Background: an optimization exercise with open tools, aiming at small area, a short achievable clock period and few clock cycles. Do not read the settings as production practice. RTL that was checked went through simulation tests only; none was proved equivalent to the original. Power is estimated from default activity; no workload was simulated.

Setup of run A:
==> flow/design.v <==
module fpga_disp_next (
  input  wire        rdy,
  input  wire [2:0]  st,
  input  wire        cs,
  input  wire        rst_l,
  input  wire        sclk,
  input  wire        set0,
  input  wire [8:0]  cnt,
  input  wire        aux,
  input  wire        intn,
  input  wire        redraw,
  input  wire        fb_we,
  input  wire [14:0] fb_addr,
  input  wire [7:0]  fb_data,
  output reg         rdy_i,
  output reg  [2:0]  st_i,
  output reg         set0_i,
  output reg  [8:0]  cnt_i,
  output reg         intn_i,
  output reg         redraw_i,
  output reg         we_i,
  output reg  [14:0] addr_i,
  output reg  [7:0]  data_i,
  output wire        stall_b,       
  output reg  [2:0]  st_b,
  output reg  [8:0]  cnt_b,
  output wire        aux_b,
  output reg         intn_b,
  output wire        we_b,
  output wire        cs_fall,       
  output wire        sclk_inc,      
  output wire        sclk_hit,      
  output wire [5:0]  scnt_inc,
  output wire        rst_fall,      
  output wire        rst_rise       
);
  localparam [4:0] C_SKIP = 5'd28,    
                   C_SET0 = 5'd23,    
                   C_SET1 = 5'd31;    
  localparam [14:0] A_TOP = 15'd25308;
  wire [4:0] cls   = fb_addr[4:0];    
  wire [5:0] scnt  = fb_addr[12:7];   
  wire       s_prog  = st == 3'd0;
  wire       s_cmd   = st == 3'd1;
  wire       s_param = st == 3'd2;
  wire       s_scene = st == 3'd3;
  wire       s_line  = st == 3'd4;
  wire       s_data  = st == 3'd5;
  wire       s_fill  = st[2:1] == 2'b11;
  wire [7:0] d = fb_data;             
  wire [7:0] exp_c =
    (cls == 5'd0) ? "D" :
    (cls == 5'd1) ? "a" :
    (cls == 5'd2) ? "t" :
    (cls == 5'd3) ? "e" :
    (cls == 5'd4) ? ":" :
    (cls == 5'd5) ? " " :
    (cls == 5'd6) ? "D" :
    (cls == 5'd7) ? "e" :
    (cls == 5'd8) ? "c" :
    (cls == 5'd9) ? " " :
    (cls == 5'd10) ? "1" :
    (cls == 5'd11) ? "0" :
    (cls == 5'd12) ? " " :
    (cls == 5'd13) ? "2" :
    (cls == 5'd14) ? "0" :
    (cls == 5'd15) ? "1" :
    (cls == 5'd16) ? "4" :
    (cls == 5'd17) ? " " :
    (cls == 5'd18) ? "0" :
    (cls == 5'd19) ? "8" :
    (cls == 5'd20) ? ":" :
    (cls == 5'd21) ? "3" :
    (cls == 5'd22) ? "0" :
    8'h00;
  reg [4:0] cls_n;
  always @(*) begin
    cls_n = cls;
    if (cls < 5'd23) begin
      if (d == 8'h00) cls_n = (cls < 5'd5) ? 5'd0 : C_SET1;
      else if (d == exp_c) cls_n = cls + 5'd1;    
      else cls_n = (cls < 5'd5) ? C_SKIP : C_SET1;
    end else if (cls == C_SKIP && d == 8'h00) begin
      cls_n = 5'd0;
    end
  end
  wire       col_end = cnt[7:0] == 8'd172;    
  wire       fresh   = aux && s_data;
  wire [7:0] adj_col = fresh ? ((d < 8'd148) ? d : 8'd0) : fb_addr[7:0];
  wire [14:0] a_adj  = A_TOP + adj_col + !fresh;
  always @(*) begin
    rdy_i    = rdy;
    st_i     = st;
    set0_i   = set0;
    cnt_i    = cnt;
    intn_i   = intn;
    redraw_i = redraw;
    we_i     = 1'b0;
    addr_i   = fb_addr;
    data_i   = fb_data;
    if (fb_we || fresh)
      addr_i = (col_end || fresh) ? a_adj : fb_addr - 15'd148;
    if (s_scene)
      addr_i = A_TOP;
    if (s_prog) begin
      if (aux) addr_i[4:0] = cls_n;
      set0_i = (aux ? cls_n : cls) == C_SET0;
    end
    if (!rdy && s_cmd) begin
      rdy_i  = 1'b1;
      intn_i = 1'b1;
      if (set0) begin
        if (d == 8'h01) begin st_i = 3'd2; cnt_i = 9'd0; end
        else if (d == 8'h04) st_i = 3'd3;
        else begin intn_i = 1'b0; st_i = 3'd1; end
      end else begin
        if (d == 8'h00) ;
        else if (d == 8'h01) st_i = 3'd4;
        else if (d == 8'h02) begin redraw_i = 1'b1; intn_i = 1'b0; st_i = 3'd1; end
        else begin intn_i = 1'b0; st_i = 3'd1; end
      end
    end
    if (!rdy && s_scene) begin
      intn_i = 1'b0;
      st_i   = 3'd1;
      if (d[7:2] == 6'd0) begin
        st_i     = (d[1:0] == 2'd1) ? 3'd7 : 3'd6;
        redraw_i = 1'b1;
        we_i     = 1'b1;
        data_i   = (d[1:0] == 2'd2) ? 8'h30 : (d[1:0] == 2'd3) ? 8'h0C : 8'h00;
        cnt_i    = 9'd1;
      end else begin
        rdy_i = 1'b1;
      end
    end
    if (s_fill) begin
      we_i = 1'b1;
      if (col_end)
        cnt_i = {(fb_addr[7:0] >= 8'd49) && (fb_addr[7:0] <= 8'd96), 8'd1};
      else
        cnt_i[7:0] = cnt[7:0] + 8'd1;
      if (st[0])
        data_i = (cnt[8] && cnt[7:0] >= 8'd62 && cnt[7:0] <= 8'd109) ? 8'hFC : 8'h00;
      if (fb_addr == 15'd295) begin               
        rdy_i = 1'b1;
        st_i  = 3'd1;
      end
    end
  end
  wire trig = cnt[7:0] == 8'd188;
  assign stall_b = cs && (s_cmd || s_scene);
  assign aux_b   = cs && ((s_prog && !cnt[8] && cnt[8:1] != 8'd0) || s_line);
  assign we_b    = cs && s_data && !trig && cnt[7:0] < 8'd172;
  always @(*) begin
    st_b   = st;
    cnt_b  = cnt;
    intn_b = intn;
    if (cs) begin
      case (st)
        3'd0:  if (!cnt[8]) cnt_b = cnt + 9'd1;
        3'd2: begin
          if (cnt[1:0] == 2'd3) begin intn_b = 1'b0; st_b = 3'd1; end
          else cnt_b = cnt + 9'd1;
        end
        3'd4: begin
          cnt_b  = 9'd240;
          st_b   = 3'd5;
          intn_b = 1'b1;
        end
        3'd5: begin
          if (trig) begin
            st_b   = 3'd4;
            intn_b = 1'b0;
          end else begin
            cnt_b = cnt + 9'd1;
          end
        end
        default: ;
      endcase
    end
  end
  assign cs_fall  = cs && !s_prog;
  assign sclk_inc = !sclk && !cs && s_prog;
  assign sclk_hit = sclk_inc && scnt == 6'd19;        
  assign scnt_inc = {scnt[4:0], ~(scnt[5] ^ scnt[4])};
  assign rst_fall = rst_l;
  assign rst_rise = !rst_l;
endmodule
module fpga_disp_ctrl (
  input  wire        clk,
  input  wire        rst,        
  input  wire        ev_valid,
  output wire        ev_ready,
  input  wire [2:0]  ev_type,
  input  wire [7:0]  ev_data,
  output reg         intn,
  output reg         cdone,
  output reg         redraw,
  output reg         fb_we,
  output reg  [14:0] fb_addr,
  output reg  [7:0]  fb_data
);
  reg        rdy;           
  reg [2:0]  st;
  reg        cs, rst_l, sclk;
  reg        set0;          
  reg [8:0]  cnt;
  reg        aux;
  assign ev_ready = rdy;
  wire        rdy_i, set0_i, intn_i, redraw_i, we_i;
  wire [2:0]  st_i, st_b;
  wire [8:0]  cnt_i, cnt_b;
  wire [14:0] addr_i;
  wire [7:0]  data_i;
  wire        stall_b, aux_b, intn_b, we_b;
  wire        cs_fall, sclk_inc, sclk_hit, rst_fall, rst_rise;
  wire [5:0]  scnt_inc;
  fpga_disp_next u_next (
    .rdy(rdy), .st(st), .cs(cs), .rst_l(rst_l), .sclk(sclk), .set0(set0),
    .cnt(cnt), .aux(aux), .intn(intn), .redraw(redraw), .fb_we(fb_we),
    .fb_addr(fb_addr), .fb_data(fb_data),
    .rdy_i(rdy_i), .st_i(st_i), .set0_i(set0_i), .cnt_i(cnt_i), .intn_i(intn_i),
    .redraw_i(redraw_i), .we_i(we_i), .addr_i(addr_i), .data_i(data_i),
    .stall_b(stall_b), .st_b(st_b), .cnt_b(cnt_b), .aux_b(aux_b), .intn_b(intn_b),
    .we_b(we_b),
    .cs_fall(cs_fall), .sclk_inc(sclk_inc), .sclk_hit(sclk_hit), .scnt_inc(scnt_inc),
    .rst_fall(rst_fall), .rst_rise(rst_rise)
  );
  wire acc  = ev_valid && rdy;
  wire b0   = ev_data[0];
  wire e_b  = acc && ev_type == 3'd0;                   
  wire e_c0 = acc && ev_type == 3'd1 && !b0 && cs_fall;  
  wire e_s  = acc && ev_type == 3'd2;                   
  wire e_s1 = e_s && b0 && sclk_inc;                    
  wire e_r  = acc && ev_type == 3'd3;                   
  wire e_r0 = e_r && !b0 && rst_fall;                   
  wire e_r1 = e_r && b0 && rst_rise;                    
  wire e_n  = acc && ev_type == 3'd4;                   
  always @(posedge clk) begin
    if (rst) begin
      rdy    <= 1'b1;
      st     <= 3'd0;
      cnt    <= 9'd0;
      cs     <= 1'b0;
      rst_l  <= 1'b0;
      sclk   <= 1'b0;
      aux    <= 1'b0;
      intn   <= 1'b1;
      cdone  <= 1'b0;
      redraw <= 1'b0;
      fb_we  <= 1'b0;
    end else begin
      rdy    <= rdy_i && !(e_b && stall_b);
      st     <= e_r0 ? 3'd0 :
                (e_c0 || (e_s1 && sclk_hit)) ? 3'd1 :
                e_b ? st_b : st_i;
      cnt    <= e_r0 ? 9'd0 : e_b ? cnt_b : cnt_i;
      if (acc && ev_type == 3'd1) cs <= b0;
      if (e_r) rst_l <= b0;
      if (e_s) sclk <= b0;
      aux    <= e_b && aux_b;
      intn   <= e_r0 ? 1'b1 :
                (e_c0 || (e_s1 && sclk_hit)) ? 1'b0 :
                e_b ? intn_b : intn_i;
      cdone  <= (e_s1 && sclk_hit) ? 1'b1 : e_r1 ? 1'b0 : cdone;
      redraw <= e_n ? 1'b0 : redraw_i;
      fb_we  <= e_b ? we_b : we_i;
    end
    set0 <= set0_i;
    fb_data <= rdy ? ev_data : data_i;
    fb_addr[14:13] <= addr_i[14:13];
    fb_addr[12:7]  <= (rst || e_r0) ? 6'd0 : e_s1 ? scnt_inc : addr_i[12:7];
    fb_addr[6:5]   <= addr_i[6:5];
    fb_addr[4:0]   <= (rst || e_r0) ? 5'd0 : addr_i[4:0];
  end
endmodule
Settings: LEC_CHECK=0, ABC_AREA=1, CAP_MARGIN=20, CORE_MARGIN=2, CORE_UTILIZATION=40, CTS_BUF_LIST=sky130_fd_sc_hd__clkbuf_8, SETUP_SLACK_MARGIN=5, SLEW_MARGIN=20, SYNTH_HIERARCHICAL=1, SYNTH_MINIMUM_KEEP_SIZE=0; clock period 8.0 ns.
standard.sh (not shown) runs the stock make flow with config.mk's settings and CLKGATE_MAP_FILE= SYNTH_SCRIPT=/design/flow/synth_recipe.tcl, a recipe that flattens the netlist after the stock synthesis.
==> flow/flow/run.sh <==
#!/bin/bash
# Layout flow: the standard ORFS flow (standard.sh: ORFS synthesis with
# synth_recipe.tcl, floorplan, power grid, tap cells, placement, CTS, routing),
# with these changes, all passed to make as VAR=value:
#  - synthesis runs synth_recipe.tcl through flow/synth_abc.tcl, which only
#    swaps ABC's mapping script for flow/area.abc (an area-oriented mapping;
#    the flip-flops are mapped before ABC and stay as synth_recipe.tcl maps them);
#  - ADDER_MAP_FILE is empty, so adders are left to ABC as plain gates;
#  - the port buffers are plain buffers (buffer_ports -buffer_cell);
#  - any further settings in flow/extra.env, one VAR=value per line.
# make's full output goes to orfs_flow.log here; ORFS writes each step's log
# under orfs/logs/.
set -euo pipefail
here=$(pwd)
export FLOW_SYNTH_TCL="$here/synth_recipe.tcl"
export FLOW_ABC_SCRIPT="$here/flow/area.abc"
extra=("SYNTH_SCRIPT=$here/flow/synth_abc.tcl" "ADDER_MAP_FILE="
       "BUFFER_PORTS_ARGS=-buffer_cell sky130_fd_sc_hd__buf_2")
if [[ -f flow/extra.env ]]; then
  while IFS= read -r line; do
    [[ -z "$line" || "$line" == \#* ]] && continue
    extra+=("$line")
  done < flow/extra.env
fi
bash standard.sh "${extra[@]}" finish > "$here/orfs_flow.log" 2>&1
==> flow/flow/area.abc <==
strash
dch
map -a
topo
dnsize
==> flow/flow/extra.env <==
SETUP_SLACK_MARGIN=5.25
==> flow/flow/synth_abc.tcl <==
# The standard flow's synthesis script (synth_recipe.tcl, unchanged), with the ABC
# technology-mapping script replaced by the one in FLOW_ABC_SCRIPT. ABC maps
# only the combinational logic; the flip-flops are mapped before it.
proc abc {args} {
  set i [lsearch -exact $args -script]
  if {$i >= 0 && [info exists ::env(FLOW_ABC_SCRIPT)]} {
    lset args [expr {$i + 1}] $::env(FLOW_ABC_SCRIPT)
  }
  yosys abc {*}$args
}
source $::env(FLOW_SYNTH_TCL)
Run A finished all stages; the layout is clean.
Input-level comparison between run B and run A:
--- a/flow/design.v
+++ b/flow/design.v
@@ -101,12 +101,19 @@
     if (fb_we || fresh)
       addr_i = (col_end || fresh) ? a_adj : fb_addr - 15'd148;
     if (s_scene)
       addr_i = A_TOP;
-    if (s_prog) begin
-      if (aux) addr_i[4:0] = cls_n;
-      set0_i = (aux ? cls_n : cls) == C_SET0;
-    end
+    if (s_prog && aux)
+      addr_i[4:0] = cls_n;
+    if (s_prog && !rdy) begin
+      rdy_i        = 1'b1;
+      intn_i       = 1'b1;
+      cnt_i        = 9'd0;
+      addr_i[12:7] = 6'd0;
+      addr_i[4:0]  = 5'd0;
+    end
+    if (s_prog || (s_cmd && aux))
+      set0_i = cls == C_SET0;
     if (!rdy && s_cmd) begin
       rdy_i  = 1'b1;
       intn_i = 1'b1;
       if (set0) begin
@@ -237,40 +244,34 @@
   wire e_r1 = e_r && b0 && rst_rise;                    
   wire e_n  = acc && ev_type == 3'd4;                   
   always @(posedge clk) begin
     if (rst) begin
-      rdy    <= 1'b1;
+      rdy    <= 1'b0;           
       st     <= 3'd0;
-      cnt    <= 9'd0;
       cs     <= 1'b0;
       rst_l  <= 1'b0;
       sclk   <= 1'b0;
-      aux    <= 1'b0;
-      intn   <= 1'b1;
       cdone  <= 1'b0;
       redraw <= 1'b0;
       fb_we  <= 1'b0;
     end else begin
-      rdy    <= rdy_i && !(e_b && stall_b);
+      rdy    <= !e_r0 && rdy_i && !(e_b && stall_b);
       st     <= e_r0 ? 3'd0 :
                 (e_c0 || (e_s1 && sclk_hit)) ? 3'd1 :
                 e_b ? st_b : st_i;
-      cnt    <= e_r0 ? 9'd0 : e_b ? cnt_b : cnt_i;
       if (acc && ev_type == 3'd1) cs <= b0;
       if (e_r) rst_l <= b0;
       if (e_s) sclk <= b0;
-      aux    <= e_b && aux_b;
-      intn   <= e_r0 ? 1'b1 :
-                (e_c0 || (e_s1 && sclk_hit)) ? 1'b0 :
-                e_b ? intn_b : intn_i;
       cdone  <= (e_s1 && sclk_hit) ? 1'b1 : e_r1 ? 1'b0 : cdone;
       redraw <= e_n ? 1'b0 : redraw_i;
       fb_we  <= e_b ? we_b : we_i;
     end
-    set0 <= set0_i;
+    cnt    <= e_b ? cnt_b : cnt_i;
+    aux    <= (e_b && aux_b) || (e_s1 && sclk_hit);
+    intn   <= (e_c0 || (e_s1 && sclk_hit)) ? 1'b0 : e_b ? intn_b : intn_i;
+    set0   <= set0_i;
     fb_data <= rdy ? ev_data : data_i;
     fb_addr[14:13] <= addr_i[14:13];
-    fb_addr[12:7]  <= (rst || e_r0) ? 6'd0 : e_s1 ? scnt_inc : addr_i[12:7];
-    fb_addr[6:5]   <= addr_i[6:5];
-    fb_addr[4:0]   <= (rst || e_r0) ? 5'd0 : addr_i[4:0];
+    fb_addr[12:7]  <= e_s1 ? scnt_inc : addr_i[12:7];
+    fb_addr[6:0]   <= addr_i[6:0];
   end
 endmodule
### Flow results
met1 global-route usage was higher in the run labelled run A. Worst hold slack: run A vs run B — no meaningful difference. Going from run A to run B, pin count of the biggest net entering global routing grows by 3. Delta(post-route clock period utilization, run B - run A) < 0. Delta (run B minus run A): pre-CTS setup slack grew by 0.073 ns, total power now sits lower.
Testbench counts of run B, summed over its fixed seeds: cycles 661,407.
For run A, only the layout was checked, not whether the RTL still works.

==> what the ideal ports hide <==
The results above use ideal ports. As a check the final layouts listed here were re-extracted and re-timed, cells and wires unchanged. Step 1 sets driving cells, clkbuf_16 on the clock port and buf_2 on the other inputs (assumed; they add their load-dependent delay and slew). Step 2 adds t to the input delays and takes it off the output delays; t is the mean of the earliest and latest rising clock arrival at the registers after step 1. Input paths then give back, and output paths get back, about the clock's delay inside the block. Three values: ideal, step 1, step 2; two values: the first two.
run	t, ns	slack for setup (ns)	worst setup path after step 2	worst data-port slew with drivers (ns)
run A	0.328	5.170 / 5.170 / 5.063	input to register	0.03
run B	0.337	5.344 / 5.312 / 5.084	input to register	0.03
After both steps setup and hold are still met in every run listed. For run B, which loses most, drivers alone change the setup slack by -0.032 ns; drivers and shift together by -0.260 ns.
